Context: an optimization exercise on an open-source flow, tuned for small area, a short achievable clock period and few clock cycles per item. The choices shown serve that exercise and are no tape-out recipe. In this exercise RTL edits were held to simulation tests only and were not proved equivalent to the original. Power figures rest on the tool's default switching activity, not on a simulated workload.

==> v7 <==
// datc_gain
module datc_gain (
    input  wire        clk,
    input  wire        rst,
    input  wire        ctl_valid,
    input  wire        ctl_vol,        
    input  wire [1:0]  ctl_ch,         
    input  wire [15:0] ctl_arg,
    input  wire        blk_valid,
    output wire        blk_ready,
    input  wire [4:0]  blk_cnt,        
    input  wire [2:0]  blk_fmt,        
    input  wire        in_valid,
    output wire        in_ready,
    input  wire [63:0] in_data,        
    output wire        out_valid,
    input  wire        out_ready,
    output wire [31:0] out_data,
    output wire        out_last
);
    localparam ONE = 25'd16777216;    
    localparam W   = 10;              
    localparam J   = 30 / W;          
    reg        mute0, mute1, mute2;
    reg [15:0] vol0, vol1, vol2;
    wire wr = ctl_valid && ctl_ch != 2'd3;
    always @(posedge clk) begin
        if (rst) begin
            mute0 <= 1'b0; mute1 <= 1'b0; mute2 <= 1'b0;
  ...
clock: 12.5 ns
lec_check: 0
cap_margin: 0
core_margin: 2
core_utilization: 65
slew_margin: 0
run.sh (not shown) runs the stock make flow with config.mk's settings and CLKGATE_MAP_FILE= SYNTH_SCRIPT=/design/flow/synth_recipe.tcl, a recipe that flattens the netlist after the stock synthesis.
==> v1 (differences from v7) <==
--- a/flow/design.v
+++ b/flow/design.v
@@ -53,13 +53,12 @@
     reg [29:0] cf;                 
     reg        one;                
     reg [29:0] ea;                 
     reg [29:0] ss, sc;             
     reg        cb;                 
     reg [1:0]  ej;                 
-    reg        rs;                 
     reg [24:0] tdb0, tdb1;         
     reg [1:0]  fx;                 
     reg [40:0] ga0, ga1;           
     reg [41:0] st0, st1;           
     reg [3:0]  rm0, rm1;           
     reg        sg0, sg1;           
@@ -188,14 +187,14 @@
             end else if (p1v) begin
                 ov <= 1'b1;
             end else if (pop) begin
                 ov <= 1'b0;
             end
             if (edone) begin
-                if (ec) tdb1 <= one ? ONE : {1'b0, eacc[29:6]};
-                else    tdb0 <= one ? ONE : {1'b0, eacc[29:6]};
+                if (ec) tdb1 <= one ? ONE : {1'b0, ea[29:6]};
+                else    tdb0 <= one ? ONE : {1'b0, ea[29:6]};
             end
         end
     end
     wire [14:0] mstart = les ? 15'd0 : natts;
     wire [14:0] mrest  = mask & (mask - 15'd1);
     function [29:0] romc(input [14:0] m);    
@@ -217,41 +216,45 @@
             if (l[11]) romc = romc | 30'd427464319;
             if (l[12]) romc = romc | 30'd170176611;
             if (l[13]) romc = romc | 30'd26971175;
             if (l[14]) romc = romc | 30'd677485;
         end
     endfunction
-    wire        ej0  = ej == 2'd0;
-    wire [30:0] eres = {ss, 1'b1} + {sc, cb};
-    wire [29:0] eacc = rs ? ea : eres[30:1];
-    wire [9:0]  echk = ej0 ? eacc[9:0] : ea[9:0];
     wire [39:0] tS, tC;
-    dg_etree etree (.ss(ej0 ? 30'd0 : ss), .sc(ej0 ? 30'd0 : sc), .cb(cb & ~ej0),
-                    .cf(cf), .a(echk), .S(tS), .C(tC));
+    dg_etree etree (.ss(ss), .sc(sc), .cb(cb), .cf(cf), .a(ea[9:0]), .S(tS), .C(tC));
     wire [10:0] tlow = {1'b0, tS[9:0]} + {1'b0, tC[9:0]};
-    wire [14:0] m1st = mstart & (mstart - 15'd1);
+    wire [30:0] eres = {ss, 1'b1} + {sc, cb};
     always @(posedge clk) begin
         if (estart) begin
             ec   <= esel;
-            one  <= mstart == 15'd0;
-            ea   <= romc(mstart);
-            mask <= m1st;
-            cf   <= romc(m1st);
-            rs   <= 1'b1;
+            mask <= mstart;
+            cf   <= romc(mstart);
+            one  <= 1'b1;
             ej   <= 2'd0;
+            ss   <= 30'd0;
+            sc   <= 30'd0;
+            cb   <= 1'b0;
         end else if (eb && mask != 15'd0) begin
-            ss   <= tS[39:10];
-            sc   <= tC[39:10];
-            cb   <= tlow[10];
-            ea   <= (ej0 ? eacc : ea) >> 10;
-            if (ej == 2'd2) begin
+            if (one) begin
+                ea   <= cf;
+                one  <= 1'b0;
+                mask <= mrest;
+                cf   <= romc(mrest);
+            end else if (ej == 2'd3) begin
+                ea   <= eres[30:1];
+                ss   <= 30'd0;
+                sc   <= 30'd0;
+                cb   <= 1'b0;
                 ej   <= 2'd0;
-                rs   <= 1'b0;
                 mask <= mrest;
                 cf   <= romc(mrest);
             end else begin
+                ss   <= tS[39:10];
+                sc   <= tC[39:10];
+                cb   <= tlow[10];
+                ea   <= ea >> 10;
                 ej   <= ej + 2'd1;
             end
         end
     end
     wire       nm0 = (dv43 & st0[41]) | (dv1 & sg0);
     wire       nm1 = (dv43 & st1[41]) | (dv1 & sg1);
CAP_MARGIN = 20   (was 0)
CORE_UTILIZATION = 40   (was 65)
SLEW_MARGIN = 20   (was 0)
==> summary.txt <==
Met2 layer usage reported by global route: v7 58.9%; v1 40.3%
Final net count: v7 8,444; v1 8,437
Achievable Freq: v7 158 MHz; v1 157 MHz
Worst setup path startpoint: v7 dv43$_SDFF_PP0_; v1 rl0$_SDFF_PP0_
Cell internal power dissipation: v7 8.23 mW; v1 6.60 mW
Post-Synthesis Cells: v7 7,383; v1 7,400
Overall Power: v7 15.3 mW; v1 11.6 mW
Maximum number of pins on one net before global-route repair: v7 91; v1 103
Share of final layout cell area taken by clock buffers and inverters: v7 3.58%; v1 4.21%
Portion of the clock cycle consumed by the worst path in the final layout: v7 50.7%; v1 51.1%
Timing endpoint of the critical path: v7 st0[39]$_DFFE_PP_; v1 st0[35]$_DFFE_PP_
Outcome: v7 complete, no violations; v1 complete, no violations
Footprint of the multi-input gates: v7 0.0449 sq mm; v1 0.0442 sq mm
Initial drt markers: v7 5,744; v1 4,289
Core outline area: v7 0.102 sq mm; v1 0.164 sq mm
Simple-gate share of the synthesized area: v7 19.6%; v1 19.3%
Placed wire-length estimate: v7 139,000 um; v1 145,000 um
Wire length of the first global-routing pass: v7 305,000 um; v1 320,000 um
Layout overhead on the synthesized area: v7 7.19%; v1 9.31%
GRT met1 Usage: v7 50.8%; v1 33.1%
Areal power density over the cells: v7 213 mW/mm^2; v1 160 mW/mm^2
Non-clock buffer share of cell area: v7 2.61%; v1 2.73%
Testbench counts of v7, summed over its fixed seeds: cycles 12,829, blocks 384.
Testbench counts of v1, summed over its fixed seeds: cycles 13,543, blocks 384.

==> port drivers added, routing unchanged <==
The flow's constraints put no driver on any port. The routed layouts listed below were extracted and timed again, unchanged, in two steps. Step 1 sets driving cells, clkbuf_16 on the clock port and buf_2 on the other inputs (assumed; they add their load-dependent delay and slew). Step 2 moves the port delays by t, midway between the first and last clock arrival at a register: inputs arrive t later, outputs are due t later. That takes back most of the time a late clock gives input paths. Three values: ideal, step 1, step 2; two values: the first two.
run | t (ns) | setup slack, ns | worst register clock-pin slew, ns | worst data-port slew with drivers (ns) | cell pins on the clock port's net
v7 | 0.746 | 6.169 / 6.169 / 6.032 | 0.07 / 0.07 | 0.05 | 1
v1 | 0.774 | 6.110 / 6.110 / 5.891 | 0.07 / 0.07 | 0.36 | 1
After both steps setup and hold are still met in every run listed. The setup slack of v1, which loses most, moves by 0.000 ns with the drivers and by -0.219 ns with both steps.
